Source: an optimization exercise on an open RTL-to-GDS flow (aim: small area, a short achievable clock period and few clock cycles per item). Production flows keep margins and buffers that such runs may drop.
RTL that was checked went through simulation tests only; none was proved equivalent to the original.
No activity file was given, so power comes from the tool's default toggle rates.

## run A
Design gsm7_septet, start of the top module:
module gsm7_septet (
    input  wire        clk,
    input  wire        rst,           
    input  wire        cmd_valid,
    output wire        cmd_ready,
    input  wire [2:0]  cmd_op,
    input  wire [15:0] cmd_len,
    input  wire [7:0]  cmd_hdr_len,
    input  wire        in_valid,
    output wire        in_ready,
    input  wire [31:0] in_data,
    output wire        out_valid,
    input  wire        out_ready,
    output wire [7:0]  out_data,
    output wire        res_valid,
    input  wire        res_ready,
    output wire [7:0]  res_err,
    output wire [7:0]  res_count
);
clock: 7.0 ns
lec_check: 0
cap_margin: 20
core_margin: 2
core_utilization: 60
cts_buf_list: sky130_fd_sc_hd__clkbuf_8
setup_slack_margin: 4.5
slew_margin: 20
standard.sh (not shown) runs the stock make flow with config.mk's settings and CLKGATE_MAP_FILE= SYNTH_SCRIPT=/design/flow/synth_recipe.tcl, a recipe that flattens the netlist after the stock synthesis.
==> flow/flow/run.sh <==
#!/bin/bash
# Standard layout, with plain buffers (not delay cells) on the ports.
set -euo pipefail
export BUFFER_PORTS_ARGS="-buffer_cell sky130_fd_sc_hd__buf_1"
bash standard.sh > standard.log 2>&1
Testbench counts of run A, summed over its fixed seeds: cycles 40,152, items 28,162.
#### Input delta (run B over run A)
Settings: PLACE_DENSITY newly set to 0.7; ABC_AREA newly set to 1.
==> flow/flow/run.sh <==
#!/bin/bash
# The standard layout (standard.sh: standard synthesis, floorplan, place,
# CTS, route), with one change: the port buffers that global placement inserts
# are plain sky130_fd_sc_hd__buf_1 cells instead of the delay cells
# buffer_ports picks by default. Every port still gets its buffer.
# The full output of the run goes to standard.log; ORFS keeps each step's log
# under orfs/logs/.
set -euo pipefail
export BUFFER_PORTS_ARGS="-buffer_cell sky130_fd_sc_hd__buf_1"
bash standard.sh > standard.log 2>&1
## What came out
Compared with run A, run B improves wire length.
Run A and run B ended up with nearly the same clock latency on the worst-skew pair.
Run B: utilization is 2.7 points lower than what run A reported.
Looking at ratio of final minimum period to clock period, run B sits 2.4 points lower than run A does.
Going from run A to run B, register fraction of the total cell area grows by 1.3 points.
### run B -> run C
Settings: CORE_UTILIZATION: 60 -> 70; PLACE_DENSITY: 0.7 -> unset.
==> flow/flow/run.sh <==
#!/bin/bash
# Standard layout, with plain buffers (not delay cells) on the ports.
set -euo pipefail
export BUFFER_PORTS_ARGS="-buffer_cell sky130_fd_sc_hd__buf_1"
bash standard.sh > standard.log 2>&1
Findings:
Lower total power goes to run C over run B.
| design area | run C vs run B | ≈ equal |
NOTE: routed wire length in run C exceeds that of run B
Of run B and run C, run B shows the higher layout clock buffer count, with run C below it.
Pre-CTS setup slack ends up lower on run C.
The sequential share of layout area on run B is in line with that on run C.
Between run B and run C, the difference in minimum hold slack is negligible.
Power in sequential cells ends up higher on run C.
| fraction of area in clock buffers and inverters | run C vs run B | 0.42 points lower |
Number of filler instances in the final layout, run C vs run B: down by more than a quarter

* * *

Setup of xenon:
Another version of the RTL of gsm7_septet (not shown whole).
Size in the first run: about 600 cells after synthesis, about 81 flip-flops, roughly 93 I/O pins, about 0.0052 mm2 of cells after synthesis.
Settings: LEC_CHECK=0, CAP_MARGIN=20, CORE_MARGIN=2, CORE_UTILIZATION=60, CTS_BUF_LIST=sky130_fd_sc_hd__clkbuf_8, SETUP_SLACK_MARGIN=3.8, SLEW_MARGIN=20; clock period 7.0 ns.
==> flow/flow/run.sh <==
#!/bin/bash
# Standard layout, with plain buffers (not delay cells) on the ports.
set -euo pipefail
export BUFFER_PORTS_ARGS="-buffer_cell sky130_fd_sc_hd__buf_1"
bash standard.sh > standard.log 2>&1
xenon: no failed stages, no open violations at the end
> inputs changed (xenon -> fjord)
Settings: SETUP_SLACK_MARGIN: 3.8 -> 4; ABC_CLOCK_PERIOD_IN_PS: unset -> 2500.
--- outcome ---
fjord: full flow OK, the timing, design-rule and antenna checks passed
On portion of the clock cycle consumed by the worst path in the final layout: between fjord and xenon, it ends up lower for fjord.
Looking at relative area of non-clock buffer cells in the final design, fjord sits 0.65 points above xenon.
Compared to xenon, fjord has area added between synthesis and finish 1.9 points higher.
According to the power report, total power for fjord is higher than for xenon.
--- input diff fjord..harbor ---
Settings: a deleted ABC_CLOCK_PERIOD_IN_PS that had been 2500.
==> run notes <==
Between fjord and harbor, the utilization after layout does not differ in any meaningful way. Diff harbor..fjord | post-synthesis to final-layout area growth | unchanged. As far as post-synthesis adder-cell area fraction goes, fjord and harbor are indistinguishable; the numbers are identical.
Function was not checked in any run of this note: the RTL went through the layout flow alone.

* * *

main:
gsm7_septet, a different RTL version from the one above (not shown whole).
For scale: roughly 87 flip-flops, about 93 I/O pins, roughly 5600 um^2 of cells after synthesis.
==> flow/config.mk <==
export PLATFORM = sky130hd
export DESIGN_NAME = gsm7_septet
export DESIGN_NICKNAME = gsm7_septet
export VERILOG_FILES = /design/flow/design.v
export SDC_FILE = /design/flow/constraint.sdc
export NUM_CORES = 4
export LEC_CHECK = 0
export CAP_MARGIN = 20
export CORE_MARGIN = 2
export CORE_UTILIZATION = 60
export CTS_BUF_LIST = sky130_fd_sc_hd__clkbuf_8
export SETUP_SLACK_MARGIN = 4.7
export SLEW_MARGIN = 20
==> flow/constraint.sdc <==
create_clock -name core_clock -period 7.0 [get_ports {clk}]
set_input_delay 1.4000 -clock core_clock [delete_from_list [all_inputs] [get_ports {clk}]]
set_output_delay 1.4000 -clock core_clock [all_outputs]
set_load 0.01 [all_outputs]
Scripts as last shown in full above: flow/flow/run.sh
Changes in the feature branch relative to main:
Settings: SETUP_SLACK_MARGIN now 4.3, was 4.7.
### Flow results
Re worst hold slack: the feature branch is 19 ps up on main. Higher leakage dissipation goes to main over the feature branch. The feature branch vs. main: final total power shows a reduction of 4.4%; non-clock buffer count fell 44.
Function was not checked in any run of this note: the RTL went through the layout flow alone.

* * *

v6:
The RTL this note starts from:
==> flow/design.v <==
module gsm7_septet (
    input  wire        clk,
    input  wire        rst,           
    input  wire        cmd_valid,
    output wire        cmd_ready,
    input  wire [2:0]  cmd_op,
    input  wire [15:0] cmd_len,
    input  wire [7:0]  cmd_hdr_len,
    input  wire        in_valid,
    output wire        in_ready,
    input  wire [31:0] in_data,
    output wire        out_valid,
    input  wire        out_ready,
    output wire [7:0]  out_data,
    output wire        res_valid,
    input  wire        res_ready,
    output wire [7:0]  res_err,
    output wire [7:0]  res_count
);
    reg         busy;        
    reg         crdy;        
    reg         rv;          
    reg         flt;         
    reg         m_pack;      
    reg         m_hex;       
    reg         pre;         
    reg         more;        
    reg  [10:0] rem;         
    reg  [7:0]  cnt;         
    reg  [2:0]  hl;          
    reg         hexhi;       
    reg         skip;        
    reg  [4:0]  err;
    reg         sv;          
    reg  [7:0]  sq;          
    reg  [1:0]  sc;          
    reg         slo;         
    reg  [14:0] acc;         
    reg  [3:0]  k;           
    reg  [7:0]  od;          
    reg  [3:0]  lo;          
    reg         ov;          
    reg         olo;         
    function automatic [7:0] hexc(input [3:0] d);
        reg g;
        begin
            g = d[3] & (d[2] | d[1]);                    
            hexc = {1'b0, g, ~g, ~g, ~g & d[3],
                    g ? (d[2] & (d[1] | d[0])) : d[2],
                    g ? ~(d[1] ^ d[0]) : d[1],
                    d[0] ^ g};
        end
    endfunction
    wire len_big = (|cmd_len[15:11]) | (cmd_len[10] & (|cmd_len[9:0]));
    wire op_pack = (cmd_op == 3'd0);
    wire op_hdr  = (cmd_op == 3'd1);
    reg  [4:0] pf;
    always @* begin
        if (cmd_op[2] & cmd_op[1])                     pf = 5'h10;
        else if (len_big)                              pf = 5'h12;
        else if (cmd_op == 3'd5)                       pf = 5'h03;
        else if (op_pack & (|cmd_len[10:8]))           pf = 5'h19;
        else if (op_hdr & (cmd_hdr_len > 8'd6))        pf = 5'h17;
        else if (op_hdr & (cmd_len[10:0] > 11'd248))   pf = 5'h19;
        else                                           pf = 5'h00;
    end
    wire pf_any = |pf;
    wire c_pack = op_pack | op_hdr;
    wire [7:0] len_byte = cmd_len[7:0] + {5'd0, op_hdr, op_hdr, op_hdr};
    wire hl_nz   = |hl;
    wire auto_st = pre & ~hl_nz;                     
    wire pre_bit = pre & cnt[2] & cnt[1];            
    wire move    = sv & (~k[3] | slo);               
    wire sfree   = ~sv | move;
    wire done_in = ~pre & ~more & ~sv;
    assign in_ready = (pre ? hl_nz : more) & (skip | sfree);
    wire fire  = in_valid & in_ready;
    wire st1   = auto_st ? (skip | sfree) : fire;    
    wire sload = st1 & ~skip;                        
    wire hi24 = |in_data[31:8];
    wire c_dig = (in_data[7:4] == 4'h3) & (in_data[3:0] <= 4'h9);
    wire c_let = ~in_data[7] & in_data[6] & (in_data[4:3] == 2'b00) &
                 (in_data[2:0] != 3'd0) & (in_data[2:0] != 3'd7);
    wire c_hex = ~hi24 & (c_dig | c_let);
    wire [3:0] hv = {in_data[3] | in_data[6],
                     in_data[2] ^ (in_data[6] & in_data[1] & in_data[0]),
                     in_data[1] ^ (in_data[6] & in_data[0]),
                     in_data[0] ^ in_data[6]};
    reg  [7:0] sx;
    reg  [1:0] sw;
    reg        st_fault;
    reg  [4:0] st_err;
    reg        st_commit;   
    always @* begin
        sx = in_data[7:0]; sw = 2'd0; st_fault = hi24; st_err = 5'h13; st_commit = 1'b0;
        if (pre) begin
            if (auto_st) begin
                sx = 8'd0;
                if (pre_bit) sw = 2'd2;
            end
        end else if (m_pack) begin
            sx = {1'b0, in_data[6:0]};
            sw = 2'd1;
            st_fault = hi24 | in_data[7];
            st_err = 5'h18;
        end else if (m_hex) begin
            st_err = 5'h15;
            st_fault = ~c_hex;
            if (!hexhi) begin
                sx = {hv, 4'd0};
                sw = 2'd3;
                if (c_hex & (rem == 11'd1)) begin st_fault = 1'b1; st_err = 5'h16; end
            end else begin
                sx = {4'd0, hv};
                st_commit = 1'b1;
            end
        end else begin
            st_commit = 1'b1;
        end
    end
    wire        k7  = &k[2:0];
    wire [14:0] ins = {7'd0, sq} << k[2:0];
    wire [14:0] tot = acc | (move ? ins : 15'd0);
    wire [3:0]  kw  = (sc == 2'd0) ? {1'b1, k[2:0]} :
                      (sc == 2'd1) ? ({1'b0, k[2:0]} + 4'd7) :
                      (sc == 2'd2) ? ({1'b0, k[2:0]} + 4'd1) : {1'b0, k[2:0]};
    wire [3:0]  kt  = move ? kw : k;
    wire ofree  = ~ov | (out_ready & (olo | ~m_pack));
    wire av_go  = (sc == 2'd0) | ((sc == 2'd1) & (|k[2:0])) | (((sc == 2'd2) | ~m_pack) & k7);
    wire av_no  = k[3] | (m_pack ? (done_in & (|k[2:0])) : k7);
    wire avail  = move ? av_go : av_no;
    wire load   = ofree & avail;
    wire left   = k[3] | (m_pack ? (|k[2:0]) : k7);      
    assign out_valid = ov;
    assign out_data  = od;
    assign res_valid = rv;
    assign res_err   = {3'd0, err};
    assign res_count = flt ? 8'd0 : cnt;
    assign cmd_ready = crdy;
    wire take = ~busy & cmd_valid;
    always @(posedge clk) begin
        if (rst) begin
            busy <= 1'b0;
            crdy <= 1'b1;
            rv   <= 1'b0;
            ov   <= 1'b0;
            pre  <= 1'b0;
            more <= 1'b0;
            sv   <= 1'b0;
        end else if (take) begin
            busy <= 1'b1;
            crdy <= 1'b0;
            pre  <= op_hdr & ~pf_any;
            more <= ~pf_any & (|cmd_len[10:0]);
            sv   <= 1'b0;
        end else if (busy) begin
            if (fire & ~pre)
                more <= (rem != 11'd1);
            if (pre_bit & st1)
                pre <= 1'b0;
            if (sload)
                sv <= 1'b1;
            else if (move)
                sv <= 1'b0;
            if (ov & out_ready & ~(m_pack & ~olo))
                ov <= 1'b0;
            if (load)
                ov <= 1'b1;
            if (!rv && done_in && !left && ofree)
                rv <= 1'b1;
            if (rv && res_ready) begin
                rv   <= 1'b0;
                busy <= 1'b0;
                crdy <= 1'b1;
            end
        end
    end
    always @(posedge clk) begin
        if (take) begin
            flt    <= pf_any;
            m_pack <= c_pack;
            m_hex  <= (cmd_op == 3'd2);
            rem    <= cmd_len[10:0];
            cnt    <= 8'd0;
            hl     <= cmd_hdr_len[2:0];
            hexhi  <= 1'b0;
            skip   <= pf_any;
            err    <= pf;
            acc    <= {7'd0, len_byte & {8{c_pack}}};
            k      <= {c_pack, 3'd0};
        end else begin
            if (fire & ~pre)
                rem <= rem - 11'd1;
            if (fire & pre) hl <= hl - 3'd1;
            if (fire & ~skip & st_fault) begin
                skip <= 1'b1;
                flt  <= 1'b1;
                err  <= st_err;
            end
            if (m_hex & fire) hexhi <= ~hexhi;
            if (pre ? st1 : (sload & (m_pack | st_commit)))
                cnt <= cnt + ((~m_pack & (cnt[2:0] == 3'd6)) ? 8'd2 : 8'd1);
            if (sload & st_commit & (cnt == 8'd158))
                skip <= 1'b1;                           
            if (sload) begin
                sq  <= sx;
                sc  <= sw;
                slo <= m_hex & hexhi;
            end
            if (ov & out_ready & m_pack & ~olo)
                olo <= 1'b1;
            if (load | (ov & out_ready & m_pack & ~olo))
                od  <= m_pack ? hexc(load ? tot[7:4] : lo) : {1'b0, tot[6:0]};
            if (load) begin
                lo  <= tot[3:0];
                olo <= 1'b0;
                if (m_pack) begin
                    acc <= {8'd0, tot[14:8]};
                    k   <= kt[3] ? {1'b0, kt[2:0]} : 4'd0;
                end else begin
                    acc <= {7'd0, tot[14:7]};
                    k   <= kt - 4'd7;
                end
            end else begin
                acc <= tot;
                k   <= kt;
            end
        end
    end
endmodule
clock: 7.0 ns
lec_check: 0
cap_margin: 20
core_margin: 2
core_utilization: 75
cts_buf_list: sky130_fd_sc_hd__clkbuf_8
setup_slack_margin: 4
slew_margin: 20
Scripts as last shown in full above: flow/flow/run.sh
Testbench counts of v6, summed over its fixed seeds: cycles 40,152, items 28,162.
Setup changes, v6 to v7
- CTS_BUF_LIST removed (was sky130_fd_sc_hd__clkbuf_8)
- CORE_UTILIZATION changed from 75 to 40
--- outcome ---
v7 vs v6: height of the die up. The relative contribution of combinational cells to total power in v7 sits 4.6 points below the value recorded for v6. Number of non-clock buffers in the layout shrinks slightly when moving from v6 to v7. The routed metal-1 wire length in v7 sits 1100 um above the value recorded for v6. Min net switching component of the power across v6 and v7: v6.

* * *

Another version of the RTL of gsm7_septet (not shown whole).
Size in the first run: about 600 cells after synthesis, about 65 flip-flops, roughly 5300 sq um of cells after synthesis.
clock: 7.0 ns
lec_check: 0
cap_margin: 20
core_margin: 2
core_utilization: 40
setup_slack_margin: 4
slew_margin: 20
Scripts as last shown in full above: flow/flow/run.sh
The first run completed without violations.
Edit:
Settings changed: SETUP_SLACK_MARGIN 4 to 4.5.
What happened: Power went down by about 4.3%. Setup slack is better by 0.046 ns. Critical path depth is lower by 1. Non-clock buffer count is higher by 26. Via count came out higher by about 3.7%. Combinational power rose by about 10%. Cell count climbs by about 2.8%.
No functional check of the RTL was part of any run of this note.

* * *

Another version of the RTL of gsm7_septet (not shown whole).
For scale: roughly 83 flip-flops, about 93 I/O pins.
==> flow/design.v (excerpt) <==
module gsm7_septet (
    input  wire        clk,
    input  wire        rst,           
    input  wire        cmd_valid,
    output wire        cmd_ready,
    input  wire [2:0]  cmd_op,
    input  wire [15:0] cmd_len,
    input  wire [7:0]  cmd_hdr_len,
    input  wire        in_valid,
    output wire        in_ready,
    input  wire [31:0] in_data,
    output wire        out_valid,
    input  wire        out_ready,
    output wire [7:0]  out_data,
    output wire        res_valid,
    input  wire        res_ready,
    output wire [7:0]  res_err,
    output wire [7:0]  res_count
);
Settings: LEC_CHECK=0, CAP_MARGIN=20, CORE_MARGIN=2, CORE_UTILIZATION=60, CTS_BUF_LIST=sky130_fd_sc_hd__clkbuf_8, SETUP_SLACK_MARGIN=5, SLEW_MARGIN=20; clock period 7.0 ns.
Scripts as last shown in full above: flow/flow/run.sh
==> next run, changes <==
SETUP_SLACK_MARGIN = 4   (was 5)
Outcome: Hold slack gets worse by 11 ps; sequential share of layout area grows by 7.1 points; global-route usage shrinks by 4.3 points; setup slack gets worse by 150 ps; maximum frequency shrinks by 5.3%; core utilization shrinks by 18 points; non-clock buffer count shrinks by 75; die area does not change.
==> next run, changes <==
SETUP_SLACK_MARGIN = 4.6   (was 4)
The changed run went through all stages and came out clean.
Synthesized cell count is unchanged.
Die area stays the same.
Count of clock-buffer cells in the layout stays the same.
Non-clock buffer count increases by 19.
Power increases by a little under a tenth.
Area after synthesis is unchanged.
Register-to-register slack improves by 430 ps.
Routed wire length increases by a few percent.
Worst hold slack improves by 7.2 ps.
Critical path depth does not change.
==> next run, changes <==
SETUP_SLACK_MARGIN = 4.3   (was 4.6)
Area after synthesis does not change. Wire length drops by 5.7%. Global-route usage fell by 0.83 points.
No run of this note included a check of the RTL's function; only the layout flow was run.

afterwards: timing with drivers on the ports:
The flow's constraints put no driver on any port. The routed layouts listed below were extracted and timed again, unchanged, in two steps.
Step 1 sets driving cells, clkbuf_16 on the clock port and buf_2 on the other inputs (assumed; they add their load-dependent delay and slew).
Step 2 times the ports against the registers' clock, not the clock port: input delays grow and output delays shrink by t, the midpoint of the rising clock arrivals with the driver on.
Three values: ideal, step 1, step 2; two values: the first two.
run | t, ns | setup slack, ns | slew at the worst register clock pin (ns)
run A | 0.392 | 4.441 / 4.429 / 4.037 | 0.10 / 0.10
run B | 0.393 | 4.608 / 4.596 / 4.226 | 0.09 / 0.09
run C | 0.395 | 4.569 / 4.578 / 4.183 | 0.10 / 0.10
xenon | 0.399 | 3.868 / 3.833 / 3.495 | 0.09 / 0.09
fjord | 0.395 | 4.026 / 3.992 / 3.702 | 0.10 / 0.10
harbor | 0.395 | 4.026 / 3.992 / 3.702 | 0.10 / 0.10
main | 0.400 | 4.541 / 4.521 / 4.121 | 0.10 / 0.10
the feature branch | 0.391 | 4.408 / 4.421 / 4.030 | 0.10 / 0.10
v6 | 0.389 | 3.965 / 3.959 / 3.570 | 0.09 / 0.09
v7 | 0.377 | 3.938 / 3.937 / 3.560 | 0.06 / 0.06
the first run of note 5 | 0.379 | 3.366 / 3.325 / 3.378 | 0.06 / 0.06
the second run of note 5 | 0.372 | 3.412 / 3.370 / 3.362 | 0.06 / 0.06
the first run of note 6 | 0.403 | 4.266 / 4.230 / 3.879 | 0.10 / 0.10
the second run of note 6 | 0.396 | 4.113 / 4.078 / 3.839 | 0.10 / 0.10
the third run of note 6 | 0.381 | 4.260 / 4.227 / 3.936 | 0.09 / 0.09
the fourth run of note 6 | 0.388 | 4.274 / 4.241 / 3.936 | 0.09 / 0.09
After both steps setup and hold are still met in every run listed. The setup slack of main, which loses most, moves by -0.020 ns with the drivers and by -0.420 ns with both steps.
